Background: an optimization exercise with open tools, aiming at small area, a short achievable clock period and few clock cycles per item. Do not read the settings as production practice. RTL that was checked went through simulation tests only; none was proved equivalent to the original. No functional check of the RTL was part of runs 3 to 7. No activity file was given, so power comes from the tool's default toggle rates.

<file path="flow/design.v">
module agon_crypto (
    input  wire       clk,
    input  wire       rst,               
    input  wire       req,               
    input  wire       we,                
    input  wire       peek,              
    input  wire [7:0] addr,              
    input  wire [7:0] wdata,             
    input  wire       op_allowed,        
    input  wire       write_protected,   
    output wire       busy,              
    output reg  [7:0] rdata              
);
    localparam [5:0] LAST_IDX  = 6'h03;
    localparam [5:0] BLOCK_IDX = 6'h04;
    localparam [5:0] STATE_IDX = 6'h18;
    function [31:0] rotr;
        input [31:0] x;
        input integer k;
        begin
            rotr = (x >> k) | (x << (32 - k));
        end
    endfunction
    function [31:0] big_s0;
        input [31:0] x;
        begin
            big_s0 = rotr(x, 2) ^ rotr(x, 13) ^ rotr(x, 22);
        end
    endfunction
    function [31:0] big_s1;
        input [31:0] x;
        begin
            big_s1 = rotr(x, 6) ^ rotr(x, 11) ^ rotr(x, 25);
        end
    endfunction
    function [31:0] small_s0;
        input [31:0] x;
        begin
            small_s0 = rotr(x, 7) ^ rotr(x, 18) ^ (x >> 3);
        end
    endfunction
    function [31:0] small_s1;
        input [31:0] x;
        begin
            small_s1 = rotr(x, 17) ^ rotr(x, 19) ^ (x >> 10);
        end
    endfunction
    function [31:0] iv;
        input [2:0] j;
        begin
            case (j)
                3'd0: iv = 32'h6a09e667; 3'd1: iv = 32'hbb67ae85;
                3'd2: iv = 32'h3c6ef372; 3'd3: iv = 32'ha54ff53a;
                3'd4: iv = 32'h510e527f; 3'd5: iv = 32'h9b05688c;
                3'd6: iv = 32'h1f83d9ab; default: iv = 32'h5be0cd19;
            endcase
        end
    endfunction
    localparam [2047:0] K_TABLE = {
        32'hc67178f2, 32'hbef9a3f7, 32'ha4506ceb, 32'h90befffa,
        32'h8cc70208, 32'h84c87814, 32'h78a5636f, 32'h748f82ee,
        32'h682e6ff3, 32'h5b9cca4f, 32'h4ed8aa4a, 32'h391c0cb3,
        32'h34b0bcb5, 32'h2748774c, 32'h1e376c08, 32'h19a4c116,
        32'h106aa070, 32'hf40e3585, 32'hd6990624, 32'hd192e819,
        32'hc76c51a3, 32'hc24b8b70, 32'ha81a664b, 32'ha2bfe8a1,
        32'h92722c85, 32'h81c2c92e, 32'h766a0abb, 32'h650a7354,
        32'h53380d13, 32'h4d2c6dfc, 32'h2e1b2138, 32'h27b70a85,
        32'h14292967, 32'h06ca6351, 32'hd5a79147, 32'hc6e00bf3,
        32'hbf597fc7, 32'hb00327c8, 32'ha831c66d, 32'h983e5152,
        32'h76f988da, 32'h5cb0a9dc, 32'h4a7484aa, 32'h2de92c6f,
        32'h240ca1cc, 32'h0fc19dc6, 32'hefbe4786, 32'he49b69c1,
        32'hc19bf174, 32'h9bdc06a7, 32'h80deb1fe, 32'h72be5d74,
        32'h550c7dc3, 32'h243185be, 32'h12835b01, 32'hd807aa98,
        32'hab1c5ed5, 32'h923f82a4, 32'h59f111f1, 32'h3956c25b,
        32'he9b5dba5, 32'hb5c0fbcf, 32'h71374491, 32'h428a2f98
    };
    localparam [2047:0] K_NEXT2 = {K_TABLE[63:0], K_TABLE[2047:64]};
    reg [31:0] H [0:7];      
    reg [31:0] B [0:15];     
    reg [5:0]  last;         
    reg        pend;         
    reg        p_zero, p_init, p_comp;
    reg        running;      
    reg        idle_e;       
    reg [6:0]  t;            
    reg [31:0] va, vb, vc, vd, ve, vf, vg;
    reg [31:0] W [0:15];     
    reg [31:0] us, uc;       
    reg [31:0] kreg;         
    wire go     = ~running & p_comp & ~p_init & ~p_zero;
    wire start  = pend & go;
    reg         pw_v;
    reg  [3:0]  pw_word;
    reg  [1:0]  pw_lane;
    reg  [7:0]  pw_dat;
    wire rd_hold = pend | running | pw_v;
    wire wr_hold = pend & ~go;
    wire        stream = running & (t <= 7'd13);     
    wire        stuck  = pw_v & stream & ({3'b000, pw_word} > t + 7'd2);
    reg         rb, wb;
    assign busy = we ? wb : rb;
    wire       accept   = req & ~busy;
    wire [5:0] idx      = addr[7:2];
    wire [1:0] lane     = addr[1:0];
    wire       wr_acc   = accept & we;
    wire       wr_do    = wr_acc & (peek | ~write_protected);
    wire [5:0] rd_idx   = (~peek & ~op_allowed) ? last : idx;
    wire       ctrl_wr  = wr_do & (addr == 8'h00);
    wire       op_zero  = wdata[4];
    wire       op_init  = ~wdata[4] & ((wdata & 8'h0e) == 8'h0a);
    wire       op_comp  = ~wdata[4] & ((wdata & 8'h0a) == 8'h0a);
    wire       ctrl_now = ctrl_wr & ~running & ~pend;
    wire       ctrl_q   = ctrl_wr & (running | pend);
    wire       exec_q   = pend & ~running;
    wire       blk_wr   = wr_do & (idx >= BLOCK_IDX) & (idx < BLOCK_IDX + 6'd16);
    wire [3:0] blk_word = idx[3:0] - BLOCK_IDX[3:0];
    wire       pend_n   = ~rst & (ctrl_q | (ctrl_now ? op_comp : (exec_q ? p_init : pend)));
    wire       p_zero_n = ctrl_q ? op_zero : (~ctrl_now & p_zero);
    wire       p_init_n = ctrl_q ? op_init : (~ctrl_now & ~exec_q & p_init);
    wire       p_comp_n = ctrl_q ? op_comp : (ctrl_now | p_comp);
    wire       run_n    = ~rst & (start | (running & (t != 7'd64)));
    wire [6:0] t_n      = (rst | start) ? 7'd0 : (running ? t + 7'd1 : t);
    wire       pw_v_n   = ~rst & (stuck ? pw_v : blk_wr);
    wire [3:0] pw_word_n = stuck ? pw_word : blk_word;
    wire       go_n     = ~run_n & p_comp_n & ~p_init_n & ~p_zero_n;
    wire       stuck_n  = pw_v_n & run_n & (t_n <= 7'd13) & ({3'b000, pw_word_n} > t_n + 7'd2);
    reg [15:0] bsel;         
    reg [7:0]  hsel;         
    reg [31:0] rd_word;
    integer    q;
    always @(*) begin
        for (q = 0; q < 16; q = q + 1)
            bsel[q] = stream ? (t[3:0] + 4'd2 == q) : (rd_idx == BLOCK_IDX + q);
        for (q = 0; q < 8; q = q + 1)
            hsel[q] = ~stream & ((rd_idx == STATE_IDX + q) | ((q == 7) && (rd_idx == LAST_IDX)));
        rd_word = 32'h0;
        for (q = 0; q < 16; q = q + 1)
            rd_word = rd_word | (B[q] & {32{bsel[q]}});
        for (q = 0; q < 8; q = q + 1)
            rd_word = rd_word | (H[q] & {32{hsel[q]}});
    end
    wire [31:0] maj    = (va & vb) ^ (va & vc) ^ (vb & vc);
    wire [31:0] a_new  = big_s0(va) + maj + us + uc;
    wire [31:0] e_new  = vd + us + uc;
    wire [31:0] e_d    = idle_e ? H[4] : e_new;
    wire [31:0] f_d    = idle_e ? H[5] : ve;
    wire [31:0] g_d    = idle_e ? H[6] : vf;
    wire [31:0] hkw_nx = vg + kreg + W[15];
    wire [31:0] u_x    = big_s1(e_d);
    wire [31:0] u_y    = (e_d & f_d) ^ (~e_d & g_d);
    wire [31:0] us_nx  = hkw_nx ^ u_x ^ u_y;
    wire [31:0] uc_nx  = {(hkw_nx[30:0] & u_x[30:0]) | (hkw_nx[30:0] & u_y[30:0]) |
                          (u_x[30:0] & u_y[30:0]), 1'b0};
    reg  [31:0] wq;
    wire [31:0] wq_nx  = W[10] + small_s0(W[2]) + W[1];
    wire [31:0] wnew   = small_s1(W[14]) + wq;
    wire [31:0] b_strm = rd_word;
    wire        fin    = running & (t >= 7'd61);
    wire [31:0] sum_a  = H[3] + va;
    wire [31:0] sum_e  = H[7] + ve;
    wire [7:0]  b_dat  = pw_dat & {8{~rst}};
    wire        ex_zero = (ctrl_now & op_zero) | (exec_q & p_zero);
    wire        ex_init = (ctrl_now & op_init) | (exec_q & p_init);
    wire [31:0] h7_n    = rst ? 32'h0 : (fin ? H[6] : (ex_zero ? 32'h0 :
                          (ex_init ? iv(3'd7) : H[7])));
    reg  [31:0] b0_n;
    integer     m;
    always @(*)
        for (m = 0; m < 4; m = m + 1)
            b0_n[8*m +: 8] = (rst | (pw_v & ~stuck & (pw_word == 4'd0) & (pw_lane == m))) ?
                             b_dat : B[0][8*m +: 8];
    integer i, j, l;
    always @(posedge clk) begin
        rdata <= rd_word[8*lane +: 8];
    end
    always @(posedge clk) begin
        pw_v    <= pw_v_n;
        pw_word <= pw_word_n;
        if (~stuck) begin
            pw_lane <= lane;
            pw_dat  <= wdata;
        end
        for (j = 0; j < 16; j = j + 1)
            for (l = 0; l < 4; l = l + 1)
                if (rst | (pw_v & ~stuck & (pw_word == j) & (pw_lane == l)))
                    B[j][8*l +: 8] <= b_dat;
    end
    always @(posedge clk) begin
        us <= us_nx;
        wq <= wq_nx;
        uc <= uc_nx;
        ve <= e_d;
        vf <= f_d;
        vg <= start ? H[6] : (run_n ? vf : h7_n);
        for (i = 0; i < 14; i = i + 1)
            W[i] <= W[i + 1];
        W[15] <= start ? B[1] : (run_n ? (stream ? b_strm : wnew) : b0_n);
        kreg  <= start ? K_TABLE[63:32] : (run_n ? K_NEXT2[32*t[5:0] +: 32] : K_TABLE[31:0]);
        if (~running) begin
            va <= H[0]; vb <= H[1]; vc <= H[2]; vd <= H[3];
            W[14] <= B[0];
        end else begin
            vd <= vc;
            vc <= vb;
            vb <= va;
            va <= a_new;
            W[14] <= W[15];
        end
        if (rst) begin
            for (i = 0; i < 8; i = i + 1)
                H[i] <= 32'h0;
            last    <= 6'h0;
        end else begin
            if (accept & ~peek & (we | op_allowed))
                last <= idx;
            if (fin) begin
                H[0] <= sum_a; H[1] <= H[0]; H[2] <= H[1]; H[3] <= H[2];
                H[4] <= sum_e; H[5] <= H[4]; H[6] <= H[5]; H[7] <= H[6];
            end else if (ex_zero) begin
                for (i = 0; i < 8; i = i + 1)
                    H[i] <= 32'h0;
            end else if (ex_init) begin
                for (i = 0; i < 8; i = i + 1)
                    H[i] <= iv(i);
            end
        end
    end
    always @(posedge clk) begin
        pend    <= pend_n;
        p_zero  <= p_zero_n;
        p_init  <= p_init_n;
        p_comp  <= p_comp_n;
        running <= run_n;
        idle_e  <= ~run_n | (t_n == 7'd64);
        t       <= t_n;
        rb      <= pend_n | run_n | pw_v_n;
        wb      <= (pend_n & ~go_n) | stuck_n;
    end
endmodule
</file>
<file path="flow/flow/run.sh">
#!/bin/bash
# The standard layout (the standard.sh: standard synthesis, ORFS
# floorplan to finish at the design's clock and constraints), with these
# settings changed:
#  - clock tree synthesis inserts no dummy load cells (and uses the buffer
#    list and sink clustering from config.mk),
#  - pin placement keeps the we input next to the busy output (flow/io.tcl).
# Each tool's output goes to ORFS's own logs; make's output to standard.log.
set -euo pipefail
bash standard.sh SETUP_SLACK_MARGIN=5.45 \
  "CTS_ARGS=-sink_clustering_enable -repair_clock_nets -dont_use_dummy_load -buf_list sky130_fd_sc_hd__clkbuf_8 -sink_clustering_size 18 -sink_clustering_max_diameter 50" \
  "IO_CONSTRAINTS=$PWD/flow/io.tcl" \
  finish > standard.log 2>&1
</file>
<file path="flow/flow/io.tcl">
# Pin placement constraint: keep the we input next to the busy output, whose
# path from we is the shortest input-to-output path.
set_io_pin_constraint -group -order -pin_names {we busy}
</file>
<file path="flow/standard.sh">
#!/bin/bash
# synth_recipe.tcl (not shown) runs the flow's synth.tcl, then flattens the netlist and writes it again
# the make line also repeats each setting of config.mk as NAME=value (left out here)
make -C /OpenROAD-flow-scripts/flow DESIGN_CONFIG=/design/flow/config.mk WORK_HOME=/design/flow/orfs CLKGATE_MAP_FILE= SYNTH_SCRIPT=/design/flow/synth_recipe.tcl "${@:-finish}"
</file>
<file path="flow/config.mk">
export PLATFORM = sky130hd
export DESIGN_NAME = agon_crypto
export DESIGN_NICKNAME = agon_crypto
export VERILOG_FILES = /design/flow/design.v
export SDC_FILE = /design/flow/constraint.sdc
export NUM_CORES = 4
export LEC_CHECK = 0
export ABC_CLOCK_PERIOD_IN_PS = 4000
export CAP_MARGIN = 20
export CORE_MARGIN = 2
export CORE_UTILIZATION = 40
export CTS_BUF_LIST = sky130_fd_sc_hd__clkbuf_8
export CTS_CLUSTER_DIAMETER = 50
export CTS_CLUSTER_SIZE = 18
export PLACE_DENSITY = 0.6
export SETUP_SLACK_MARGIN = 5
export SLEW_MARGIN = 20
</file>
<file path="flow/constraint.sdc">
create_clock -name core_clock -period 10.0 [get_ports {clk}]
set_input_delay 2.0000 -clock core_clock [delete_from_list [all_inputs] [get_ports {clk}]]
set_output_delay 2.0000 -clock core_clock [all_outputs]
set_load 0.01 [all_outputs]
</file>
==> results of run 1 <==
-- cells by family after synthesis --
| logic type | synth area share (%) |
|---|---|
| AOI/OAI and AO/OA | 17.9 |
| DFF | 51.0 |
| and+or+nand+nor | 7.82 |
| buffers and inverters | 3.90 |
| adders and majority gates | 9.49 |
| xor gates and xnor gates | 5.18 |
| muxes | 4.68 |
-- per-stage QoR --
step | util [%] | total power, W | setup slack (ns)
6_report | 44.3 | 0.0110 | 5.36
4_1_cts | 43.8 | 0.0111 | 5.44
5_1_grt | 44.3 | 0.0114 | 5.32
3_5_place_dp | 42.1 | 0.00751 | 3.28
2_1_floorplan | - | 0.00733 | 5.47
3_3_place_gp | 42.1 | 0.00750 | 3.39
-- critical path: stages (launching register included) --
cell and delay (ns):
dfxtp_1 0.31, buf_4 0.24, inv_1 0.25, ha_2 0.56, nand2_1 0.21, o31a_1 0.31
buf_4 0.22, nor2_4 0.11, buf_6 0.39, or2_2 0.20, buf_4 0.41, inv_2 0.04
buf_4 0.32, nand2_1 0.34, o21ai_0 0.16, a21oi_1 0.19, a22oi_1 0.08, a211oi_1 0.21
-- cells in the final DEF (no fill, tap or decap), types with 42 or more instances in the layout --
| cell type | synthesis | routed |
|---|---|---|
| o21ai_0 | 218 | 209 |
| nor2_1 | 379 | 372 |
| nand4_1 | 74 | 74 |
| xnor2_1 | 306 | 286 |
| dfxtp_1 | 1153 | 1127 |
| mux2_2 | 227 | 224 |
| xor2_1 | 132 | 128 |
| and3_1 | 53 | 42 |
| clkbuf_8 | 0 | 161 |
| nand2_1 | 363 | 354 |
| a221oi_1 | 130 | 124 |
| a22o_1 | 122 | 122 |
| nand2b_1 | 50 | 49 |
| a31oi_1 | 48 | 43 |
| o21a_1 | 49 | 48 |
| ha_1 | 252 | 240 |
| inv_1 | 369 | 364 |
| a21oi_1 | 399 | 388 |
| buf_4 | 5 | 146 |
| fa_1 | 193 | 187 |
| o211ai_1 | 156 | 156 |
| a22oi_1 | 259 | 256 |
| mux2i_1 | 71 | 69 |
| nor3_1 | 62 | 57 |
| a21o_1 | 158 | 138 |
| edfxtp_1 | 490 | 490 |
| nand3_1 | 60 | 59 |
-- power by group through the flow --
| stage | Combinational (W) | Sequential (W) | Clock, W |
|---|---|---|---|
| 6_report | 0.000343 | 0.00706 | 0.00364 |
| 3_3_place_gp | 0.000301 | 0.00720 | 0 |
| 3_5_place_dp | 0.000305 | 0.00721 | 0 |
| 5_1_grt | 0.000349 | 0.00706 | 0.00394 |
| 4_1_cts | 0.000319 | 0.00705 | 0.00370 |
| 2_1_floorplan | 0.000150 | 0.00718 | 0 |
-- final cells by class --
class                   count  area [sq um]
clock buffers             161          2220
multi-input cells        4302         34900
fillers                 17200        102000
flip-flops and latches   1643         37800
inverters                 371          1400
well taps                2464          3080
diodes                      3          7.51
repair buffers            207          1890
-- per-layer routing --
metal,wire length [microns],vias up
met5,43,-
met4,23300,6
met3,28900,812
met2,129000,3259
met1,112000,27600
li1,-,24300
-- worst max-delay path by stage --
| stage | cells after the start | end | slack [ns] | start |
|---|---|---|---|---|
| final | 17 | W[15][30] | 5.36 | t[0] |
| after global routing | 17 | W[15][30] | 5.32 | t[0] |
| after CTS | 14 | rdata[5] | 5.44 | t[1] |
| after detailed placement | 10 | rdata[3] | 3.28 | peek |
| after global placement | 10 | rdata[3] | 3.39 | peek |
| after floorplan | 11 | rdata[4] | 5.47 | peek |
-- what timing repair did --
action / 4_1_cts / 5_1_grt
gates cloned: 2 / 3
gates resized for setup: 168 / 164
setup buffers: 28 / 29
hold buffers: 0 / 0
setup endpoints to repair: 849 / 532
pin swaps: 27 / 38
==> summary.txt, run 1 <==
Die Area=about 190000 sq um; DP Area=around 77000 sq um; Die Ht=434 microns; Initial Utilization=40.4%; I/O Buffers=31; Final Hold Fails=0; post-detail-place hpwl=210000 microns; critical path class=flip-flop to flip-flop; Synth cell types=103; Placer Congestion=1.02; WHS=0.259 ns; Worst Path Arrival=5.52 ns; core area=183000 sq um; Gate power share=between 3 and 4%; FF-to-FF setup slack=5.36 ns; placed insts=8925; initial antenna violation count=11; Period minus WS final=4.64 ns; pwr dens=136 nW/um^2; status=timing/DRC/antenna clean; WP data required=approximately 11 ns; H-tree Lvls=4; CTS tree=done; CTS Buffer Depth=3; Clk pwr share=33.0%; crit path launch type=flip-flop; top cells by area, synth=dfxtp_1 (31%), edfxtp_1 (20%), fa_1 (5.2%); number of synthesized flops with an enable pin=490; drt pass-1 iters=7; Routed Antenna Nets=0; first-pass GRT wire length=405000 microns; Largest Register=B; worst-skew pair later-pin latency=0.98 ns; Reg2Reg Capture Point=W[15][30]; Commonest cells post-synth=dfxtp_1 (1153), edfxtp_1 (490), a21oi_1 (399); Yosys reg bits=about 1600; ys flop type=dfxtp_1; internal power=0.00851 W; Final TNS setup=0 ns; Cells after Synth=between 6000 and 7000; max reg flops=512; largest area contributor in the netlist=dfxtp_1; cts bufs inserted=161; Rel. slew slack=21.6%; root buffer cell=clkbuf_8; Fmax=0.215 GHz; sequential area share after synthesis=roughly half; Syn Nets=~7100; final cycle utilization of the critical path=46.4%; Pins Over Slew Limit=0; hold path cells=0; Setup crit end kind=flip-flop; busiest layer in global routing=met2; CTS clk-pin slew, worst paths=0.10 ns; synth warn=4; initial drt markers=around 7400; post-DR wirelength/cell=32.0 microns; via/cell ratio=about 6.1; final setup fails=0; share of Yosys cell area claimed by the top area cell type=31.2%; actual slew at the worst max-slew pin=1.17 ns; R2R cell count=17; RSZ-0062 raised after global routing=yes; largest net degree at the start of global routing=114; Worst Hold Class=flip-flop to flip-flop; post-synthesis cell area=74100 sq um; clock sinks=1643; switching power=roughly 0.0025 W; Std-Cell Rows=157; WL final=about 290000 microns; mean post-synth cell area=11.1 sq um; fin area=81400 sq um; # IOs=32; Largest regs=B x512, W x480, H x256; Seq pwr share=63.9%; DR vias=55900; Net Sw Frac=22.9%; share of cells above drive strength 1=roughly an eighth; total of max-cap violations=0; hold wc startpoint=W[12][8]; asr flop ratio synth=0%; Hold EP=W[11][8]; Lkg Pwr=32.5 nW; worst vdd ir=roughly 0.14 mV; die extent in x=434 microns; fin cells=9151; Final Skew=0.139 ns; DRC=0; met2 Use GR=46.4%; Final nets=7154; worst-path maximum fanout=33; GRT Total Usage=30.3%; most common cell in the netlist=dfxtp_1; r2r startpoint=t[0]; vias in the first global route=53500; area grow syn2layout=9.85%; met3 Resource Use GR=under 10%; total grt overflow=0; met1 Use GR=roughly 38%
Testbench counts, summed over its fixed seeds: cycles 14,722, blocks 129.
==> run 2, diff against run 1 <==
--- a/flow/flow/run.sh
+++ b/flow/flow/run.sh
@@ -9,3 +9,3 @@
 set -euo pipefail
-bash standard.sh SETUP_SLACK_MARGIN=5.45 \
+bash standard.sh SETUP_SLACK_MARGIN=5.6 \
   "CTS_ARGS=-sink_clustering_enable -repair_clock_nets -dont_use_dummy_load -buf_list sky130_fd_sc_hd__clkbuf_8 -sink_clustering_size 18 -sink_clustering_max_diameter 50" \
--- a/flow/config.mk
+++ b/flow/config.mk
@@ -10,3 +10,3 @@
 export CORE_MARGIN = 2
-export CORE_UTILIZATION = 40
+export CORE_UTILIZATION = 50
 export CTS_BUF_LIST = sky130_fd_sc_hd__clkbuf_8
@@ -14,3 +14,3 @@
 export CTS_CLUSTER_SIZE = 18
-export PLACE_DENSITY = 0.6
+export PLACE_DENSITY = 0.65
 export SETUP_SLACK_MARGIN = 5
==> run 2 against run 1 <==
  * Still clean
  * Non-clock buffer count up 4
  * First-iteration DRC count increased by 8.3%
  * Total power down 0.41%
  * Die area down 20%
  * Wire length decreased by 2.8%
  * Global-route usage rose by 6.5 points
  * Sequential share of layout area barely moved
  * Synthesized cell count unchanged
  * Critical path type unchanged
  * Largest cell class unchanged
  * Largest power group unchanged
==> summary.txt, run 2 <==
Yosys reg bits=1643 (unchanged); CTS clk-pin slew, worst paths=0.10 ns (about the same); Synth cell types=103 (unchanged); # IOs=32 (unchanged); largest area contributor in the netlist=dfxtp_1; ys flop type=dfxtp_1; top cells by area, synth=dfxtp_1 (31%), edfxtp_1 (20%), fa_1 (5.2%); pwr dens=135 nW/um^2 (-0.62%); I/O Buffers=31 (unchanged); Die Ht=389 microns (-10%); synth warn=4 (unchanged); most common cell in the netlist=dfxtp_1; H-tree Lvls=4 (unchanged); Lkg Pwr=32.7 nW (+0.50%); Commonest cells post-synth=dfxtp_1 (1153), edfxtp_1 (490), a21oi_1 (399); most common cell after layout, fill and taps aside=dfxtp_1; area grow syn2layout=10.1%; drt pass-1 iters=8 (+1); Fmax=0.221 GHz (+2.4%); Final Skew=0.105 ns (-0.0341 ns); die extent in x=389 microns (-10%); post-DR wirelength/cell=33.0 microns (+3.2%); worst-path maximum fanout=4 (-88%); Die Area=151000 sq um (-20%); WP data required=10.79 ns (-0.08 ns); Std-Cell Rows=141 (-10%); share of cells above drive strength 1=14.0% (+1.0 points); Final nets=7154 (unchanged); mean post-synth cell area=11.1 sq um (unchanged); CTS Buffer Depth=3 (unchanged); Worst Hold Class=flip-flop to flip-flop; CTS tree=done; post-detail-place hpwl=206000 microns (-2.0%); via/cell ratio=6.59 (+7.8%); number of synthesized flops with an enable pin=490 (unchanged); total of max-cap violations=0 (unchanged); Cells after Synth=6675 (unchanged); actual slew at the worst max-slew pin=1.22 ns (+0.0461 ns); Largest Register=B; max reg flops=512 (unchanged); Placer Congestion=1.05 (+2.9%); first-pass GRT wire length=398000 microns (-1.8%); final cycle utilization of the critical path=45.3% (-1.1 points); DR vias=56800 (+1.6%); vias in the first global route=53600 (+0.28%); FF-to-FF setup slack=5.47 ns (+0.11 ns); Initial Utilization=50.2% (+9.9 points); critical path class=flip-flop to flip-flop; worst vdd ir=0.157 mV (+14%); initial antenna violation count=18 (+7); Pins Over Slew Limit=0 (unchanged); clock sinks=1643 (unchanged); share of Yosys cell area claimed by the top area cell type=31.2% (unchanged); Final Hold Fails=0 (unchanged); WL final=285000 microns (-2.8%); Period minus WS final=4.53 ns (-0.108 ns); Setup crit end kind=flip-flop; Largest regs=B x512, W x480, H x256; worst-skew pair later-pin latency=0.97 ns (about the same); most frequent cells in the layout=dfxtp_1 (1115), edfxtp_1 (490), a21oi_1 (383); Routed Antenna Nets=0 (unchanged); post-synthesis cell area=74100 sq um (unchanged); hold_buf cts=0 (unchanged); total grt overflow=0 (unchanged); Syn Nets=7143 (unchanged); Worst Path Arrival=5.32 ns (-0.20 ns); sequential area share after synthesis=51.0% (unchanged); final setup fails=0 (unchanged); cts bufs inserted=154 (-4.3%); RSZ-0062 raised after global routing=yes; Final Util=55.3% (+11 points); root buffer cell=clkbuf_8; GRT Total Usage=36.8% (+6.5 points); largest net degree at the start of global routing=135 (+18%); crit path launch type=flip-flop; DRC=0 (unchanged); initial drt markers=8065 (+8.3%); core area=147000 sq um (-20%); Rel. slew slack=18.8% (-2.8 points); status=timing/DRC/antenna clean; asr flop ratio synth=0% (unchanged); total power=0.0110 W (-0.41%); Final TNS setup=0 ns (unchanged)
-- run 2: cell counts after synthesis --
Identical to the previous run, type by type.
-- run 2: kinds of logic (layout without fill, tap and decap cells) --
kind of cell | Yosys count | after routing | share of synthesized area (%)
buffers and inverters | 731 | 736 | 3.90
flip-flops | 1643 | 1643 | 51.0
AND/OR/NAND/NOR | 1223 | 1225 | 7.82
adder cells (fa/ha/maj) | 446 | 446 | 9.49
XOR/XNOR | 438 | 438 | 5.18
other | 0 | 7 | 0
multiplexers | 307 | 307 | 4.68
AO/OA/AOI/OAI | 1887 | 1889 | 17.9
-- run 2: metal layers --
layer | up-vias | GRT usage [%] | part of all wire, %
li1 | 24300 | - | -
met1 | 28100 | 46.8 | 37
met2 | 3639 | 55.1 | 43
met3 | 802 | 10.1 | 12
met4 | 22 | 23.8 | 7.8
met5 | - | 0 | 0.052
-- run 2: through the flow --
step / hold slack [ns] / setup slack (ns) / instance area (sq um) / cells
after CTS: 0.249 / 5.47 / 80700 / 8589
after floorplan: 0.310 / 5.57 / 74200 / 6675
after detailed placement: 0.312 / 3.14 / 76600 / 8385
after global routing: 0.265 / 5.35 / 81500 / 8618
final: 0.279 / 5.47 / 81500 / 8621
after global placement: 0.310 / 3.20 / 76600 / 8385
-- run 2: what timing repair did --
action,4_1_cts,5_1_grt
pin swaps,73,57
buffers inserted,47,23
gates cloned,3,2
endpoints found under the setup margin,881,549
resized for setup,334,124
-- run 2: power breakdown --
| group | switching, W | internal [W] |
|---|---|---|
| combinational | 0.000269 | 0.0000960 |
| clock | 0.00219 | 0.00137 |
| sequential | 0.0000791 | 0.00699 |
-- run 2: final timing paths --
check / startpoint / to / depth (start not counted)
setup / recovery: uc[1] / us[28] / 15
setup reg to reg: uc[1] / us[28] / 15
hold / removal: W[7][29] / W[6][29] / 0
hold reg to reg: W[7][29] / W[6][29] / 0
-- run 2: final cells by class --
type | instances | area (sq um)
clock buffer | 154 | 2120
timing repair buffer | 211 | 2030
inverter | 371 | 1400
tap | 1930 | 2410
sequential | 1643 | 37900
multi-input combinational | 4305 | 35700
antenna | 7 | 17.5
fill | 12600 | 66000
-- run 2: worst max-delay path: stages (launching register included) --
cell	delay, ns
dfxtp_2	0.34
fa_1	0.52
ha_4	0.21
fa_2	0.37
a211oi_2	0.24
o21ai_2	0.13
a31o_4	0.33
a41oi_4	0.22
o21ai_2	0.11
a221o_1	0.35
a21oi_2	0.18
xor2_2	0.26
o21ai_4	0.10
buf_12	0.18
xnor2_4	0.27
fa_2	0.55
==> run 3, diff against run 2 <==
--- a/flow/design.v
+++ b/flow/design.v
@@ -98,5 +98,5 @@
     wire        stream = running & (t <= 7'd13);     
-    wire        stuck  = pw_v & stream & ({3'b000, pw_word} > t + 7'd2);
+    reg         stuck;       
     reg         rb, wb;
-    assign busy = we ? wb : rb;
+    assign busy = wb | (~we & rb);
     wire       accept   = req & ~busy;
@@ -237,2 +237,3 @@
         wb      <= (pend_n & ~go_n) | stuck_n;
+        stuck   <= stuck_n;
     end
--- a/flow/config.mk
+++ b/flow/config.mk
@@ -10,3 +10,3 @@
 export CORE_MARGIN = 2
-export CORE_UTILIZATION = 50
+export CORE_UTILIZATION = 40
 export CTS_BUF_LIST = sky130_fd_sc_hd__clkbuf_8
@@ -14,3 +14,3 @@
 export CTS_CLUSTER_SIZE = 18
-export PLACE_DENSITY = 0.65
+export PLACE_DENSITY = 0.6
 export SETUP_SLACK_MARGIN = 5
==> run 3 against run 2 <==
  * Final area grew 0.38%
  * Total power down 0.47%
  * Clock skew grew 0.040 ns
  * Highest routed layer unchanged
  * Synthesized area is 0.68% lower
  * Synthesized cell count up 2.2%
  * Clock power barely moved
  * Combinational power shrank 4%
  * Hold slack worse by 0.0019 ns
  * Fmax down 1.8%
  * Wire length shrank 1.9%
  * Sequential power barely moved
==> summary.txt, run 3 <==
vias in the first global route=54000 (+0.71%); Worst Path Arrival=5.44 ns (+0.12 ns); WP data required=10.82 ns (+0.03 ns); Routed Antenna Nets=0 (unchanged); Rel. slew slack=15.5% (-3.3 points); met1 wire length=109000 microns (+2.1%); crit path launch type=flip-flop; Worst Hold Class=flip-flop to flip-flop; worst-skew pair later-pin latency=0.99 ns (+0.02 ns); Placer Congestion=1.00 (-4.7%); worst vdd ir=0.150 mV (-4.7%); fin area=81800 sq um (+0.38%); area grow syn2layout=11.3%; DR top layer=met5; worst-path maximum fanout=3 (-1); most common cell in the netlist=dfxtp_1; Reg2Reg Capture Point=us[25]; DR vias=56700 (-0.17%); actual slew at the worst max-slew pin=1.26 ns (+0.0435 ns); final cycle utilization of the critical path=46.2% (+0.85 points); Final Skew=0.144 ns (+0.0397 ns); Final Util=44.8% (-11 points); Syn Nets=7284 (+2.0%); Seq pwr share=64.3% (about the same); Gate power share=3.2% (about the same); Net Sw Frac=22.8% (-0.28 points); FF-to-FF setup slack=5.38 ns (-0.09 ns); RSZ-0062 raised after global routing=yes; clock sinks=1644 (+0.061%); switching power=0.00250 W (-1.7%); Initial Utilization=40.2% (-10 points); I/O Buffers=31 (unchanged); H-tree Lvls=4 (unchanged); top cells by area, synth=dfxtp_1 (31%), edfxtp_1 (20%), fa_1 (5.3%); r2r startpoint=vd[1]; asr flop ratio synth=0% (unchanged); mean post-synth cell area=10.8 sq um (-2.8%); Fmax=0.216 GHz (-1.8%); initial antenna violation count=24 (+6); Std-Cell Rows=157 (+11%); Largest Register=B; largest net degree at the start of global routing=157 (+16%); CTS tree=done; via/cell ratio=6.05 (-8.2%); GRT Total Usage=28.9% (-7.8 points); CTS clk-pin slew, worst paths=0.09 ns (about the same); Die Area=187000 sq um (+24%); Commonest cells post-synth=dfxtp_1 (1154), edfxtp_1 (490), nand2_1 (470); post-DR wirelength/cell=29.8 microns (-9.8%); die extent in x=433 microns (+11%); Synth cell types=100 (-2.9%); most common cell after layout, fill and taps aside=dfxtp_1; CTS Buffer Depth=3 (unchanged); critical path class=flip-flop to flip-flop; sequential area share after synthesis=51.4% (+0.38 points); DP Area=76900 sq um (+0.42%); number of synthesized flops with an enable pin=490 (unchanged); hold wc startpoint=W[7][6]; ys flop type=dfxtp_1; share of Yosys cell area claimed by the top area cell type=31.4% (+0.24 points); total grt overflow=0 (unchanged); status=timing/DRC/antenna clean; Final nets=7364 (+2.9%); Period minus WS final=4.62 ns (+0.0854 ns); Final TNS setup=0 ns (unchanged); Yosys reg bits=1644 (+0.061%); Clk pwr share=32.5% (about the same); Pins Over Slew Limit=0 (unchanged); DRC=0 (unchanged); cts bufs inserted=155 (+0.65%); post-detail-place hpwl=197000 microns (-4.4%); Die Ht=433 microns (+11%); R2R cell count=14 (-1); initial drt markers=8316 (+3.1%); WHS=0.277 ns (-0.00190 ns); Lkg Pwr=32.6 nW (-0.28%); largest area contributor in the netlist=dfxtp_1; number of fill cells in the layout=17100 (+35%); total of max-cap violations=0 (unchanged); wire length on met2=123000 microns (+0.30%); Largest regs=B x512, W x480, H x256; WL final=279000 microns (-1.9%); root buffer cell=clkbuf_8; hold_buf cts=0 (unchanged); drt pass-1 iters=14 (+6); final setup fails=0 (unchanged); # IOs=32 (unchanged); Setup crit end kind=flip-flop; core area=183000 sq um (+24%); post-synthesis cell area=73600 sq um (-0.68%); share of cells above drive strength 1=13.5% (-0.54 points); hold path cells=0 (unchanged); Hold EP=W[6][6]; most frequent cells in the layout=dfxtp_1 (1127), edfxtp_1 (490), nand2_1 (469); Routed met3 length=27400 microns (-18%); first-pass GRT wire length=391000 microns (-1.9%); Final Hold Fails=0 (unchanged); synth warn=4 (unchanged); pwr dens=134 nW/um^2 (-0.85%); max reg flops=512 (unchanged); internal power=0.00845 W (-0.11%); Cells after Synth=6821 (+2.2%)
run 3: cell types whose count changed in the layout (fill, tap and decap cells not counted), sizes merged, moves of 54 or more:
| cell | before | now |
|---|---|---|
| o211ai | 156 | 42 |
| a221oi | 131 | 49 |
| buf | 183 | 240 |
| a22o | 122 | 55 |
| nand3 | 61 | 149 |
| a21oi | 400 | 454 |
| nand2 | 365 | 470 |
| o21ai | 239 | 488 |
| a222oi | 33 | 109 |
run 3: cells by family (layout without fill, tap and decap cells):
kind of cell	count (synthesis)	count (layout)	synth area share, %
other	0	9	0
xor gates and xnor gates	411	411	4.91
DFF	1644	1644	51.4
muxes	257	257	3.99
and+or+nand+nor	1444	1448	9.22
adders and majority gates	441	441	9.47
AOI/OAI and AO/OA	1908	1908	17.2
buffers and inverters	716	790	3.83
run 3: worst max path at each step:
stage / start / slack (ns) / depth (start not counted) / to
2_1_floorplan: rst / 5.39 / 4 / B[10][11]
3_3_place_gp: peek / 3.21 / 11 / rdata[2]
3_5_place_dp: peek / 3.14 / 11 / rdata[2]
4_1_cts: us[1] / 5.48 / 14 / us[25]
5_1_grt: vd[1] / 5.30 / 14 / us[25]
6_report: vd[1] / 5.38 / 14 / us[25]
run 3: layout make-up:
cell class | count | area (sq um) | share of cell area, %
Clock buffer | 155 | 2130 | 2.61
Inverter | 362 | 1370 | 1.67
Antenna cell | 9 | 22.5 | 0.0275
Multi-Input combinational cell | 4465 | 34700 | 42.4
Sequential cell | 1644 | 37900 | 46.3
Tap cell | 2464 | 3080 | 3.77
Timing Repair Buffer | 273 | 2640 | 3.23
run 3: metal layers:
metal	up-vias	track usage [%]
met3	750	5.94
met5	-	0
met4	18	17.7
met1	27900	37.3
li1	24700	-
met2	3272	44.5
run 3: worst max-delay path, cell delays in order (launching register included):
cell and delay (ns):
dfxtp_2 0.33, fa_1 0.48, ha_2 0.20, fa_2 0.34
a21o_1 0.22, a221o_1 0.40, o21ai_4 0.25, a21boi_2 0.09
o211ai_1 0.31, nand3b_1 0.21, and3_4 0.21, o41ai_4 0.35
buf_4 0.21, mux2_4 0.31, fa_2 0.62
run 3: per-stage QoR:
step                      power (W)  std cells  setup WS, ns
after floorplan             0.00732       6821          5.39
after global placement      0.00750       9090          3.21
after detailed placement    0.00751       9090          3.14
after CTS                    0.0110       9312          5.48
after global routing         0.0113       9368          5.30
final                        0.0109       9372          5.38
run 3: power groups by stage:
stage / Sequential, W / Clock [W] / Combinational [W]
3_3_place_gp: 0.00719 / 0 / 0.000312
5_1_grt: 0.00705 / 0.00385 / 0.000354
3_5_place_dp: 0.00719 / 0 / 0.000316
6_report: 0.00704 / 0.00355 / 0.000350
4_1_cts: 0.00704 / 0.00361 / 0.000332
2_1_floorplan: 0.00717 / 0 / 0.000150
run 3: timing repair:
action / CTS / global route
pin swaps: 64 / 88
endpoints found under the setup margin: 424 / 153
gates resized for setup: 246 / 170
setup buffers: 62 / 44
gates cloned: 5 / 5
==> run 4, diff against run 3 <==
--- a/flow/config.mk
+++ b/flow/config.mk
@@ -8,3 +8,3 @@
 export ABC_CLOCK_PERIOD_IN_PS = 4000
-export CAP_MARGIN = 20
+export CAP_MARGIN = 0
 export CORE_MARGIN = 2
@@ -16,2 +16,2 @@
 export SETUP_SLACK_MARGIN = 5
-export SLEW_MARGIN = 20
+export SLEW_MARGIN = 0
==> run 4 against run 3 <==
  * Core utilization shrank 0.13 points
  * Die area stayed put
  * Count of clock-buffer cells in the layout stayed put
  * Critical path depth grew 3
  * Critical endpoint is now us[28]
  * Still clean
  * Largest cell class unchanged
  * Hold slack worse by 0.011 ns
==> summary.txt, run 4 <==
Final TNS setup=0 ns (unchanged); most common cell in the netlist=dfxtp_1; total power=0.0110 W (about the same); root buffer cell=clkbuf_8; Reg2Reg Capture Point=us[28]; core area=183000 sq um (unchanged); share of cells above drive strength 1=13.0% (-0.48 points); WP data required=10.80 ns (-0.02 ns); Lkg Pwr=32.4 nW (-0.52%); H-tree Lvls=4 (unchanged); Fmax=0.220 GHz (+1.5%); FF-to-FF setup slack=5.45 ns (+0.07 ns); Cells after Synth=6821 (unchanged); Final Skew=0.160 ns (+0.0155 ns); Die Area=187000 sq um (unchanged); CTS Buffer Depth=3 (unchanged); r2r startpoint=vd[1]; status=timing/DRC/antenna clean; GRT Total Usage=28.9% (about the same); actual slew at the worst max-slew pin=1.34 ns (+0.0755 ns); die extent in x=433 microns (unchanged); Rel. slew slack=10.5% (-5.1 points); Worst Hold Class=flip-flop to flip-flop; final setup fails=0 (unchanged); via/cell ratio=6.04 (about the same); DRC=0 (unchanged); Placer Congestion=1.00 (unchanged); # IOs=32 (unchanged); Final Hold Fails=0 (unchanged); total of max-cap violations=0 (unchanged); I/O Buffers=31 (unchanged); number of synthesized flops with an enable pin=490 (unchanged); Setup crit end kind=flip-flop; Routed Antenna Nets=0 (unchanged); post-synthesis cell area=73600 sq um (unchanged); clock sinks=1644 (unchanged); vias in the first global route=53900 (-0.17%); Period minus WS final=4.55 ns (-0.0681 ns); DP Area=76900 sq um (about the same); drt pass-1 iters=9 (-5); area grow syn2layout=10.9%; mean post-synth cell area=10.8 sq um (unchanged); placed insts=9090 (unchanged); worst-skew pair later-pin latency=1.01 ns (+0.02 ns); initial antenna violation count=21 (-13%); crit path launch type=flip-flop; CTS clk-pin slew, worst paths=0.11 ns (+0.02 ns); initial drt markers=8081 (-2.8%); CP Launch Point=vd[1]; cts bufs inserted=155 (unchanged); DR vias=56600 (-0.20%); worst-path maximum fanout=3 (unchanged); RSZ-0062 raised after global routing=yes; Final nets=7347 (-0.23%); top cells by area, synth=dfxtp_1 (31%), edfxtp_1 (20%), fa_1 (5.3%); first-pass GRT wire length=390000 microns (-0.13%); share of Yosys cell area claimed by the top area cell type=31.4% (unchanged); Critical path destination=us[28]; total grt overflow=0 (unchanged); Largest regs=B x512, W x480, H x256; Yosys reg bits=1644 (unchanged); CTS tree=done; hold_buf cts=0 (unchanged); Worst Path Arrival=5.35 ns (-0.09 ns); pwr dens=134 nW/um^2 (+0.37%); post-DR wirelength/cell=29.8 microns (about the same); WL final=279000 microns (-0.23%); Pins Over Slew Limit=0 (unchanged); R2R cell count=17 (+3); fin cells=9358 (-0.15%); Std-Cell Rows=157 (unchanged); sequential area share after synthesis=51.4% (unchanged); Synth cell types=100 (unchanged); Syn Nets=7284 (unchanged); Die Ht=433 microns (unchanged); post-detail-place hpwl=197000 microns (about the same); ys flop type=dfxtp_1; Largest Register=B; largest area contributor in the netlist=dfxtp_1; max reg flops=512 (unchanged); synth warn=4 (unchanged); most frequent cells in the layout=dfxtp_1 (1126), edfxtp_1 (490), nand2_1 (469); asr flop ratio synth=0% (unchanged); critical path class=flip-flop to flip-flop; WHS=0.266 ns (-0.0110 ns); Initial Utilization=40.2% (unchanged); largest net degree at the start of global routing=157 (unchanged); most common cell after layout, fill and taps aside=dfxtp_1; Commonest cells post-synth=dfxtp_1 (1154), edfxtp_1 (490), nand2_1 (470); worst vdd ir=0.146 mV (-2.7%); fin area=81600 sq um (-0.30%); final cycle utilization of the critical path=45.5% (-0.68 points)
[run 4: cell counts after synthesis]
No cell type changed its count.
[run 4: worst max-delay path: stages (launching register included)]
cell      delay [ns]
dfxtp_2         0.34
fa_1            0.48
ha_2            0.20
fa_2            0.34
a21o_1          0.20
a221o_1         0.40
o21ai_4         0.27
a21boi_2        0.11
o211ai_1        0.20
buf_4           0.15
nand3b_1        0.14
nor2b_4         0.18
xor2_4          0.19
mux2i_4         0.10
buf_6           0.19
buf_12          0.13
xnor2_4         0.28
fa_2            0.49
[run 4: final cells by class]
class | instances | area [sq um]
fillers | 17200 | 101000
multi-input cells | 4464 | 34600
repair buffers | 257 | 2510
flip-flops and latches | 1644 | 37900
inverters | 362 | 1370
diodes | 12 | 30.0
well taps | 2464 | 3080
clock buffers | 155 | 2130
[run 4: metrics by stage]
step	worst slack, ns	utilization (%)
6_report	5.45	44.6
4_1_cts	5.50	44.0
3_5_place_dp	3.15	42.0
2_1_floorplan	5.39	-
3_3_place_gp	3.21	42.0
5_1_grt	5.41	44.6
[run 4: cell families after synthesis]
logic type	Yosys count	share of synthesized area [%]
AO/OA/AOI/OAI	1908	17.2
XOR/XNOR	411	4.91
adder cells (fa/ha/maj)	441	9.47
buffers and inverters	716	3.83
flip-flops	1644	51.4
multiplexers	257	3.99
AND/OR/NAND/NOR	1444	9.22
[run 4: how the worst min path moves through the flow]
stage	start	cells after the start	end	slack, ns
global placement	W[7][0]	0	W[6][0]	0.31
floorplan	W[11][0]	0	W[10][0]	0.31
detailed placement	W[11][16]	0	W[10][16]	0.31
finish	W[13][18]	0	W[12][18]	0.27
global route	W[13][18]	0	W[12][18]	0.24
CTS	W[13][18]	0	W[12][18]	0.24
[run 4: per-layer routing]
metal | routed length (microns) | global-route usage (%) | up-vias | share of wire, %
met2 | 124000 | 45.0 | 3271 | 44
met3 | 26900 | 5.91 | 768 | 9.7
li1 | - | - | 24700 | -
met4 | 19700 | 17.3 | 12 | 7.1
met1 | 108000 | 37.0 | 27800 | 39
met5 | 147 | 0.598 | - | 0.053
[run 4: power by group]
part	internal, W	total, W	switching [W]
sequential	0.00699	0.00704	0.0000559
combinational	0.0000874	0.000351	0.000263
clock	0.00138	0.00356	0.00218
total	0.00845	0.0110	0.00250
[run 4: repair_timing]
action,4_1_cts,5_1_grt
pin swaps,59,65
endpoints found under the hold margin,0,0
gates resized for setup,236,160
endpoints found under the setup margin,414,147
gates cloned,5,4
buffers inserted,54,38
==> run 5, diff against run 4 <==
--- a/flow/design.v
+++ b/flow/design.v
@@ -129,2 +129,4 @@
     reg [31:0] rd_word;
+    reg [31:0] r_word;
+    reg [3:0]  r_lsel;       
     integer    q;
@@ -140,2 +142,4 @@
             rd_word = rd_word | (H[q] & {32{hsel[q]}});
+        rdata = (r_word[7:0]   & {8{r_lsel[0]}}) | (r_word[15:8]  & {8{r_lsel[1]}}) |
+                (r_word[23:16] & {8{r_lsel[2]}}) | (r_word[31:24] & {8{r_lsel[3]}});
     end
@@ -173,3 +177,5 @@
     always @(posedge clk) begin
-        rdata <= rd_word[8*lane +: 8];
+        r_word <= rd_word;
+        for (l = 0; l < 4; l = l + 1)
+            r_lsel[l] <= (lane == l);
     end
--- a/flow/config.mk
+++ b/flow/config.mk
@@ -8,3 +8,3 @@
 export ABC_CLOCK_PERIOD_IN_PS = 4000
-export CAP_MARGIN = 0
+export CAP_MARGIN = 30
 export CORE_MARGIN = 2
@@ -16,2 +16,2 @@
 export SETUP_SLACK_MARGIN = 5
-export SLEW_MARGIN = 0
+export SLEW_MARGIN = 20
==> run 5 against run 4 <==
  * Final cell count down 0.36%
  * Die area is 0.62% higher
  * Via count shrank 1.1%
  * Fmax is 3.1% higher
  * Critical path depth shrank 5
  * Core utilization up 0.051 points
  * Synthesized area grew 0.62%
  * Count of clock-buffer cells in the layout increased by 3
  * Register-to-register slack gained 0.16 ns
  * Sequential power grew 2%
  * First-iteration DRC count down 7.7%
  * Setup slack better by 0.14 ns
  * Largest cell class unchanged
==> summary.txt, run 5 <==
status=timing/DRC/antenna clean; Pins Over Slew Limit=0 (unchanged); critical path class=input port to flip-flop; top cells by area, synth=dfxtp_1 (32%), edfxtp_1 (20%), fa_1 (5.2%); Commonest cells post-synth=dfxtp_1 (1182), edfxtp_1 (490), a21oi_1 (466); share of Yosys cell area claimed by the top area cell type=32.0% (+0.56 points); Fmax=0.226 GHz (+3.1%); number of fill cells in the layout=17200 (+0.25%); WHS=0.259 ns (-0.00716 ns); max reg flops=512 (unchanged); DP Area=77200 sq um (+0.49%); die extent in x=434 microns (+0.31%); Reg area=38500 sq um (+1.6%); most common cell in the netlist=dfxtp_1; Die Ht=434 microns (+0.31%); largest area contributor in the netlist=dfxtp_1; worst vdd ir=0.100 mV (-31%); final setup fails=0 (unchanged); fin area=82000 sq um (+0.44%); Cells after Synth=6788 (-0.48%); Die Area=189000 sq um (+0.62%); GRT Total Usage=27.7% (-1.2 points); clock sinks=1672 (+1.7%); # IOs=32 (unchanged); H-tree Lvls=4 (unchanged); Final Util=44.7% (+0.051 points); mean post-synth cell area=10.9 sq um (+1.1%); total of max-cap violations=0 (unchanged); worst-path maximum fanout=31 (+28); drt pass-1 iters=9 (unchanged); DRC=0 (unchanged); most common cell after layout, fill and taps aside=dfxtp_1; crit path launch type=input port; Largest regs=B x512, W x480, H x256; WL final=269000 microns (-3.6%); cts bufs inserted=158 (+1.9%); initial drt markers=7459 (-7.7%); sequential area share after synthesis=51.8% (+0.44 points); largest net degree at the start of global routing=105 (-33%); vias in the first global route=53500 (-0.83%); area of the multi-input gates=34500 sq um (-0.26%); Rel. slew slack=21.8% (+11 points); Yosys reg bits=1672 (+1.7%); Final Hold Fails=0 (unchanged); Std-Cell Rows=157 (unchanged); initial antenna violation count=6 (-71%); CTS clk-pin slew, worst paths=0.10 ns (about the same); post-detail-place hpwl=185000 microns (-6.1%); Worst Path Arrival=5.22 ns (-0.13 ns); I/O Buffers=31 (unchanged); Worst Hold Class=flip-flop to flip-flop; Initial Utilization=40.3% (+0.12 points); pwr dens=136 nW/um^2 (+1.1%); worst-skew pair later-pin latency=0.98 ns (-0.03 ns); synth warn=4 (unchanged); actual slew at the worst max-slew pin=1.17 ns (-0.170 ns); Setup crit end kind=flip-flop; RSZ-0062 raised after global routing=yes; Final TNS setup=0 ns (unchanged); final cycle utilization of the critical path=44.2% (-1.4 points); via/cell ratio=6.00 (-0.70%); DP Worst Slack=3.25 ns (+0.0972 ns); WP data required=10.80 ns (about the same); Final Skew=0.136 ns (-0.0235 ns); ys flop type=dfxtp_1; Placer Congestion=0.977 (-2.6%); Syn Nets=7252 (-0.44%); DR vias=56000 (-1.1%); Synth cell types=94 (-6.0%); Largest Register=B; most frequent cells in the layout=dfxtp_1 (1139), edfxtp_1 (490), a21oi_1 (446); CTS tree=done; share of cells above drive strength 1=13.7% (+0.67 points); Period minus WS final=4.42 ns (-0.136 ns); total grt overflow=0 (unchanged); post-route worst setup slack=5.58 ns (+0.136 ns); number of synthesized flops with an enable pin=490 (unchanged); post-synthesis cell area=74000 sq um (+0.62%); area grow syn2layout=10.7%; post-DR wirelength/cell=28.8 microns (-3.2%); asr flop ratio synth=0% (unchanged); Lkg Pwr=32.6 nW (+0.44%); Final nets=7319 (-0.38%); first-pass GRT wire length=379000 microns (-2.8%); CTS Buffer Depth=3 (unchanged); root buffer cell=clkbuf_8; core area=183000 sq um (+0.32%); Routed Antenna Nets=0 (unchanged)
run 5: cell types whose count changed after synthesis, moves of 28 or more:
cell      before   now
o21bai_1      23    64
a22oi_1      218   175
o21ai_0      447   402
nand2_1      470   442
dfxtp_1     1154  1182
a22o_1        55   114
a221oi_1      44   106
a222oi_1     109    63
run 5: cell families after synthesis:
family,synth area share [%]
and+or+nand+nor,8.63
DFF,51.8
muxes,4.04
buffers and inverters,3.69
adders and majority gates,9.43
xor gates and xnor gates,5.19
AOI/OAI and AO/OA,17.2
run 5: what timing repair did:
action	CTS	global route
cloned	3	4
gates resized for setup	244	159
hold buffers	0	0
endpoints found under the setup margin	442	177
pin swaps	45	82
setup buffers	35	54
run 5: per-stage QoR:
step,power [W],cells
CTS,0.0112,9256
finish,0.0111,9324
floorplan,0.00746,6788
global route,0.0114,9321
global placement,0.00763,9045
detailed placement,0.00764,9060
run 5: path summary, 6_finish.rpt:
path | startpoint | to | slack, ns | depth (start not counted)
max | op_allowed | W[15][16] | 5.58 | 12
min reg2reg | W[12][6] | W[11][6] | 0.26 | 0
max reg2reg | us[12] | us[5] | 5.61 | 14
min | W[12][6] | W[11][6] | 0.26 | 0
run 5: critical path, cell delays in order:
cell	delay [ns]
buf_2	0.21
or2_4	0.36
a21oi_4	0.29
nor2_1	0.21
a22o_1	0.22
buf_4	0.33
a22o_1	0.33
a221oi_1	0.27
nand4_1	0.29
a211o_1	0.32
a211oi_1	0.25
o21ai_1	0.09
run 5: per-layer routing:
layer  part of all wire (%)  vias up  global-route usage [%]  wire length [microns]
met1                     40    27700                    37.3                 108000
li1                       -    24500                       -                      -
met3                     10      601                    6.15                  27900
met4                    5.7        4                    14.3                  15200
met2                     44     3104                    41.8                 117000
met5                 0.0078        -                       0                     21
run 5: power by group:
group / switching [W] / internal [W] / leakage [nW]
registers: 0.0000704 / 0.00712 / 14.5
clock network: 0.00221 / 0.00140 / 1.14
logic: 0.000243 / 0.0000823 / 16.9
run 5: final cells by class:
type,count,area share [%]
timing repair buffer,258,2.90
antenna,7,0.0214
clock buffer,158,2.65
inverter,350,1.61
multi-input combinational,4415,42.1
sequential,1672,46.9
tap,2464,3.76
==> run 6, diff against run 5 <==
--- a/flow/flow/run.sh
+++ b/flow/flow/run.sh
@@ -9,3 +9,3 @@
 set -euo pipefail
-bash standard.sh SETUP_SLACK_MARGIN=5.6 \
+bash standard.sh SETUP_SLACK_MARGIN=5.45 \
   "CTS_ARGS=-sink_clustering_enable -repair_clock_nets -dont_use_dummy_load -buf_list sky130_fd_sc_hd__clkbuf_8 -sink_clustering_size 18 -sink_clustering_max_diameter 50" \
--- a/flow/config.mk
+++ b/flow/config.mk
@@ -8,3 +8,3 @@
 export ABC_CLOCK_PERIOD_IN_PS = 4000
-export CAP_MARGIN = 30
+export CAP_MARGIN = 20
 export CORE_MARGIN = 2
==> run 6 against run 5 <==
  * Wire length shrank 1.1%
  * Total power decreased by 0.42%
  * Register-to-register slack lost 0.10 ns
  * Sequential power hardly changed
  * Global-route usage down 0.25 points
  * Sequential cell count unchanged
  * Core utilization shrank 0.49 points
  * Final area decreased by 1.1%
  * Die area unchanged
  * Critical path depth is 9 lower
  * Largest cell class unchanged
  * Highest routed layer unchanged
==> summary.txt, run 6 <==
H-tree Lvls=4 (unchanged); vias in the first global route=52800 (-1.3%); Worst Path Arrival=2.58 ns (-2.64 ns); ys flop type=dfxtp_1; DRC=0 (unchanged); Synth cell types=94 (unchanged); most common cell in the netlist=dfxtp_1; Routed Antenna Nets=0 (unchanged); crit path launch type=flip-flop; I/O Buffers=31 (unchanged); CTS tree=done; initial drt markers=7395 (-0.86%); actual slew at the worst max-slew pin=1.13 ns (-0.0365 ns); most frequent cells in the layout=dfxtp_1 (1150), edfxtp_1 (490), a21oi_1 (452); Final Hold Fails=0 (unchanged); Die Ht=434 microns (unchanged); Seq pwr share=64.9% (+0.3 points); cts bufs inserted=154 (-2.5%); via/cell ratio=6.01 (about the same); core area=183000 sq um (unchanged); GRT Total Usage=27.5% (-0.25 points); Lkg Pwr=32.1 nW (-1.5%); Final Skew=0.115 ns (-0.0208 ns); worst vdd ir=0.0959 mV (-4.5%); Clk pwr share=32.2% (-0.3 points); status=timing/DRC/antenna clean; Final nets=7257 (-0.85%); die extent in x=434 microns (unchanged); share of cells above drive strength 1=12.1% (-1.6 points); number of synthesized flops with an enable pin=490 (unchanged); most common cell after layout, fill and taps aside=dfxtp_1; root buffer cell=clkbuf_8; switching power=0.00251 W (-0.49%); # IOs=32 (unchanged); area grow syn2layout=9.50%; synth warn=4 (unchanged); final setup fails=0 (unchanged); largest area contributor in the netlist=dfxtp_1; met1 Use GR=37.1% (-0.21 points); Setup crit end kind=output pin; post-detail-place hpwl=184000 microns (-0.27%); post-synthesis cell area=74000 sq um (unchanged); post-route worst setup slack=5.42 ns (-0.164 ns); sequential area share after synthesis=51.8% (unchanged); Period minus WS final=4.58 ns (+0.164 ns); Pins Over Slew Limit=0 (unchanged); Initial Utilization=40.3% (unchanged); internal power=0.00857 W (-0.40%); final cycle utilization of the critical path=45.8% (+1.6 points); critical path class=flip-flop to output pin; largest net degree at the start of global routing=105 (unchanged); Largest regs=B x512, W x480, H x256; Final TNS setup=0 ns (unchanged); top cells by area, synth=dfxtp_1 (32%), edfxtp_1 (20%), fa_1 (5.2%); Placer Congestion=0.977 (unchanged); Largest Register=B; Syn Nets=7252 (unchanged); initial antenna violation count=8 (+2); total of max-cap violations=0 (unchanged); Cells after Synth=6788 (unchanged); CTS clk-pin slew, worst paths=0.11 ns (about the same); WL final=266000 microns (-1.1%); Net Sw Frac=22.7% (about the same); total grt overflow=0 (unchanged); DP Worst Slack=3.25 ns (-0.000720 ns); met2 Use GR=41.6% (-0.24 points); share of Yosys cell area claimed by the top area cell type=32.0% (unchanged); Die Area=189000 sq um (unchanged); first-pass GRT wire length=376000 microns (-0.79%); max reg flops=512 (unchanged); Worst Hold Class=flip-flop to flip-flop; post-DR wirelength/cell=28.7 microns (-0.41%); worst-skew pair later-pin latency=0.97 ns (about the same); Yosys reg bits=1672 (unchanged); mean post-synth cell area=10.9 sq um (unchanged); Rel. slew slack=24.4% (+2.6 points); DR vias=55600 (-0.60%); drt pass-1 iters=7 (-2); worst-path maximum fanout=8 (-74%); WP data required=8.00 ns (-2.80 ns); pwr dens=137 nW/um^2 (+0.69%); Fmax=0.218 GHz (-3.6%); CTS Buffer Depth=3 (unchanged); busiest layer in global routing=met2; Gate power share=2.9% (about the same); met3 Resource Use GR=5.84% (-0.31 points); clock sinks=1672 (unchanged); Std-Cell Rows=157 (unchanged); asr flop ratio synth=0% (unchanged); Commonest cells post-synth=dfxtp_1 (1182), edfxtp_1 (490), a21oi_1 (466); RSZ-0062 raised after global routing=yes
## run 6: cell counts after synthesis
Identical to the previous run, type by type.
## run 6: routing by layer
| layer | up-vias | wire (microns) | share of wire (%) |
|---|---|---|---|
| met1 | 27600 | 108000 | 41 |
| met3 | 602 | 26600 | 10 |
| li1 | 24400 | - | - |
| met4 | 2 | 16000 | 6.0 |
| met2 | 3096 | 115000 | 43 |
| met5 | - | 13 | 0.0049 |
## run 6: final timing paths
check / startpoint / endpoint / slack [ns] / depth (start not counted)
worst max-delay path: r_lsel[0] / rdata[1] / 5.42 / 3
worst min-delay path: W[10][26] / W[9][26] / 0.29 / 0
worst max register to register: va[8] / va[23] / 5.51 / 17
worst min register to register: W[10][26] / W[9][26] / 0.29 / 0
## run 6: cell type report
class | instances | area [sq um]
multi-input combinational | 4415 | 34200
fill | 17200 | 102000
clock buffer | 154 | 2120
antenna | 7 | 17.5
tap | 2464 | 3080
inverter | 350 | 1320
sequential | 1672 | 38400
timing repair buffer | 200 | 1850
## run 6: cell families (layout without fill, tap and decap cells)
group,count (synthesis),in the layout,share of synthesized area [%]
other cells,0,7,0
mux,267,267,4.04
xor+xnor,439,439,5.19
compound gates,1907,1907,17.2
fa+ha+maj,442,442,9.43
simple gates,1359,1360,8.63
buf+inv,702,704,3.69
flops,1672,1672,51.8
## run 6: what timing repair did
action | CTS | global route
gates resized for setup | 156 | 149
setup buffers | 12 | 38
cloned | 2 | 3
pin swaps | 16 | 63
setup endpoints to repair | 405 | 121
hold endpoints to repair | 0 | 0
hold buffers | 0 | 0
## run 6: critical path, stage by stage, from the launching register on
cell,delay [ns]
dfxtp_1,0.63
a22oi_1,0.25
nand2_1,0.20
clkdlybuf4s50_1,0.57
## run 6: power groups by stage
stage	Sequential, W	Combinational (W)	Clock [W]
after CTS	0.00718	0.000304	0.00362
final	0.00719	0.000321	0.00357
after global routing	0.00720	0.000329	0.00386
after detailed placement	0.00734	0.000297	0
after floorplan	0.00731	0.000152	0
after global placement	0.00734	0.000292	0
## run 6: metrics by stage
step	power (W)	cells	hold slack, ns	instance area (sq um)	utilization [%]
after floorplan	0.00746	6788	0.310	74000	-
after global placement	0.00763	9045	0.310	77100	42.0
after detailed placement	0.00764	9045	0.312	77100	42.0
after CTS	0.0111	9213	0.273	80100	43.6
after global routing	0.0114	9257	0.288	81000	44.2
final	0.0111	9262	0.289	81100	44.2
==> run 7, diff against run 6 <==
--- a/flow/design.v
+++ b/flow/design.v
@@ -158,4 +158,5 @@
     reg  [31:0] wq;
+    reg  [31:0] sw;          
     wire [31:0] wq_nx  = W[10] + small_s0(W[2]) + W[1];
-    wire [31:0] wnew   = small_s1(W[14]) + wq;
+    wire [31:0] wnew   = sw + wq;
     wire [31:0] b_strm = rd_word;
@@ -196,2 +197,3 @@
         wq <= wq_nx;
+        sw <= small_s1(W[15]);
         uc <= uc_nx;
--- a/flow/flow/run.sh
+++ b/flow/flow/run.sh
@@ -9,3 +9,3 @@
 set -euo pipefail
-bash standard.sh SETUP_SLACK_MARGIN=5.45 \
+bash standard.sh SETUP_SLACK_MARGIN=5.6 \
   "CTS_ARGS=-sink_clustering_enable -repair_clock_nets -dont_use_dummy_load -buf_list sky130_fd_sc_hd__clkbuf_8 -sink_clustering_size 18 -sink_clustering_max_diameter 50" \
--- a/flow/config.mk
+++ b/flow/config.mk
@@ -8,3 +8,3 @@
 export ABC_CLOCK_PERIOD_IN_PS = 4000
-export CAP_MARGIN = 20
+export CAP_MARGIN = 30
 export CORE_MARGIN = 2
==> run 7 against run 6 <==
  * Still clean on timing, DRC and antenna
  * Setup slack lost 0.041 ns
  * Core utilization grew 0.48 points
  * Critical path depth grew 12
  * Synthesized area grew 1.3%
  * Clock power grew 1%
  * Global-route usage shrank 0.47 points
  * Wire length grew 0.60%
  * Total power grew 1.3%
  * Critical endpoint is now us[25]
==> summary.txt, run 7 <==
pwr dens=135 nW/um^2 (-1.1%); crit path launch type=flip-flop; most common cell after layout, fill and taps aside=dfxtp_1; post-synthesis cell area=74900 sq um (+1.3%); most common cell in the netlist=dfxtp_1; cts bufs inserted=152 (-1.3%); Std-Cell Rows=158 (+0.64%); CTS tree=done; H-tree Lvls=4 (unchanged); total grt overflow=0 (unchanged); FF-to-FF setup slack=5.38 ns (-0.13 ns); I/O Buffers=31 (unchanged); share of Yosys cell area claimed by the top area cell type=32.4% (+0.46 points); Period minus WS final=4.62 ns (+0.0407 ns); DR vias=55700 (+0.049%); largest net degree at the start of global routing=139 (+32%); total of max-cap violations=0 (unchanged); DRC=0 (unchanged); Rel. slew slack=14.9% (-9.4 points); actual slew at the worst max-slew pin=1.28 ns (+0.146 ns); final cycle utilization of the critical path=46.2% (+0.41 points); Worst Hold Class=flip-flop to flip-flop; Synth cell types=104 (+11%); worst vdd ir=0.147 mV (+54%); critical path class=flip-flop to flip-flop; core area=186000 sq um (+1.3%); largest area contributor in the netlist=dfxtp_1; initial drt markers=6494 (-12%); Lkg Pwr=33.2 nW (+3.3%); RSZ-0062 raised after global routing=yes; initial antenna violation count=16 (+8); Yosys reg bits=1704 (+1.9%); Largest Register=B; Pins Over Slew Limit=0 (unchanged); drt pass-1 iters=9 (+2); Syn Nets=7288 (+0.50%); status=timing/DRC/antenna clean; vias in the first global route=52900 (+0.26%); WL final=267000 microns (+0.60%); number of synthesized flops with an enable pin=490 (unchanged); sequential area share after synthesis=52.1% (+0.21 points); Die Ht=437 microns (+0.62%); Final TNS setup=0 ns (unchanged); share of cells above drive strength 1=13.8% (+1.7 points); Setup crit end kind=flip-flop; Final Hold Fails=0 (unchanged); Routed Antenna Nets=0 (unchanged); CTS Buffer Depth=3 (unchanged); CTS clk-pin slew, worst paths=0.10 ns (about the same); worst-skew pair later-pin latency=1.01 ns (+0.04 ns); first-pass GRT wire length=377000 microns (+0.11%); worst-path maximum fanout=4 (-4); post-detail-place hpwl=186000 microns (+1.1%); Final nets=7354 (+1.3%); Largest regs=B x512, W x480, H x256; ys flop type=dfxtp_1; Final Skew=0.176 ns (+0.0610 ns); Fmax=0.216 GHz (-0.88%); mean post-synth cell area=11.0 sq um (+0.72%); Final Util=44.7% (+0.48 points); Commonest cells post-synth=dfxtp_1 (1214), edfxtp_1 (490), nand2_1 (456); Die Area=191000 sq um (+1.2%); area grow syn2layout=10.7%; root buffer cell=clkbuf_8; synth warn=4 (unchanged); post-DR wirelength/cell=28.5 microns (-0.60%); Cells after Synth=6824 (+0.53%); # IOs=32 (unchanged); most frequent cells in the layout=dfxtp_1 (1166), edfxtp_1 (490), nand2_1 (454); hold_buf cts=0 (unchanged); WP data required=10.80 ns (+2.80 ns); Initial Utilization=40.3% (about the same); final setup fails=0 (unchanged); clock sinks=1704 (+1.9%); die extent in x=437 microns (+0.62%); Worst Path Arrival=5.42 ns (+2.84 ns); max reg flops=512 (unchanged); Placer Congestion=0.997 (+2.0%); via/cell ratio=5.94 (-1.1%); top cells by area, synth=dfxtp_1 (32%), edfxtp_1 (20%), fa_1 (5.2%); asr flop ratio synth=0% (unchanged); GRT Total Usage=27.0% (-0.47 points)
run 7: cell types whose count changed after synthesis, sizes merged, moves of 24 or more:
cell,delta
buf,+24
o211ai,+26
dfxtp,+32
a222oi,-31
nor2,-44
a22o,-46
a221oi,-26
nand3,-32
a22oi,+139
a211o,-31
run 7: per-layer routing:
layer,GRT usage [%],up-vias,part of all wire [%],wire (microns)
li1,-,24500,-,-
met1,34.9,27500,39,105000
met2,42.3,3018,45,120000
met3,6.40,669,10,27200
met4,13.7,8,5.9,15700
met5,0,-,0.081,217
run 7: worst max-delay path: stages, from the launching register on:
cell	delay, ns
dfxtp_2	0.35
fa_1	0.52
ha_4	0.19
fa_2	0.36
a211oi_2	0.30
o211ai_1	0.22
a41oi_2	0.23
buf_6	0.17
nor3_4	0.05
o211ai_1	0.41
a32oi_2	0.22
xnor2_2	0.19
o21a_4	0.26
xnor2_2	0.16
xnor2_2	0.27
fa_1	0.49
run 7: logic make-up (layout without fill, tap and decap cells):
kind of cell | after synthesis | in the layout | synth area share [%]
AO/OA/AOI/OAI | 1927 | 1927 | 17.2
XOR/XNOR | 454 | 454 | 5.31
adder cells (fa/ha/maj) | 443 | 443 | 9.32
buffers and inverters | 720 | 782 | 3.90
flip-flops | 1704 | 1704 | 52.1
multiplexers | 259 | 259 | 3.85
other | 0 | 6 | 0
AND/OR/NAND/NOR | 1317 | 1319 | 8.41
run 7: power breakdown:
part | switching (W) | total [W] | internal (W)
clock | 0.00226 | 0.00361 | 0.00135
combinational | 0.000234 | 0.000315 | 0.0000815
sequential | 0.0000582 | 0.00729 | 0.00724
total | 0.00255 | 0.0112 | 0.00867
run 7: cell type report:
class                      instances  area [sq um]
antenna                            6          15.0
clock buffer                     152          2090
fill                           17300        103000
inverter                         364          1370
multi-input combinational       4402         34700
sequential                      1704         39100
tap                             2480          3100
timing repair buffer             266          2590
run 7: worst paths after layout:
kind | end | start | cells past startpoint
min | W[10][8] | W[11][8] | 0
max reg2reg | us[25] | uc[1] | 15
min reg2reg | W[10][8] | W[11][8] | 0
max | us[25] | uc[1] | 15
run 7: metrics by stage:
step | hold slack (ns) | total power [W] | instances | worst slack (ns) | cell area, sq um
final | 0.221 | 0.0112 | 9374 | 5.38 | 83000
after floorplan | 0.310 | 0.00758 | 6824 | 5.40 | 74900
after detailed placement | 0.312 | 0.00774 | 9100 | 3.13 | 78000
after CTS | 0.225 | 0.0112 | 9315 | 5.48 | 81700
after global placement | 0.310 | 0.00773 | 9080 | 3.14 | 77800
after global routing | 0.249 | 0.0115 | 9370 | 5.32 | 83000
run 7: repair_timing:
item / in CTS / in global routing
setup endpoints to repair: 446 / 174
gates cloned: 6 / 3
buffers inserted: 57 / 42
gates resized for setup: 237 / 185
pin swaps: 60 / 86

## separate check: timing with driven ports
No port has a modelled driver above. Below, the same layouts with a new extraction and two added sets of constraints.
Step 1, drivers: a clkbuf_16 drives clk and a buf_2 each remaining input, both assumed.
Step 2 moves the port delays by t, midway between the first and last clock arrival at a register: inputs arrive t later, outputs are due t later. That takes back most of the time a late clock gives input paths.
a / b / c = no drivers / after step 1 / after step 2; a / b = the first two.
| run | t (ns) | slack for setup (ns) | worst setup path after step 2 |
|---|---|---|---|
| run 1 | 1.000 | 5.357 / 5.357 / 4.596 | input to register |
| run 2 | 0.997 | 5.466 / 5.435 / 4.525 | input to register |
| run 3 | 1.020 | 5.380 / 5.380 / 4.451 | input to register |
| run 4 | 1.024 | 5.448 / 5.439 / 4.477 | input to register |
| run 5 | 1.013 | 5.584 / 5.531 / 4.646 | input to register |
| run 6 | 1.008 | 5.420 / 5.323 / 4.567 | input to register |
| run 7 | 1.011 | 5.379 / 5.379 / 4.566 | input to register |
After both steps setup and hold are still met in every run listed. The setup slack of run 4, which loses most, moves by -0.009 ns with the drivers and by -0.971 ns with both steps.
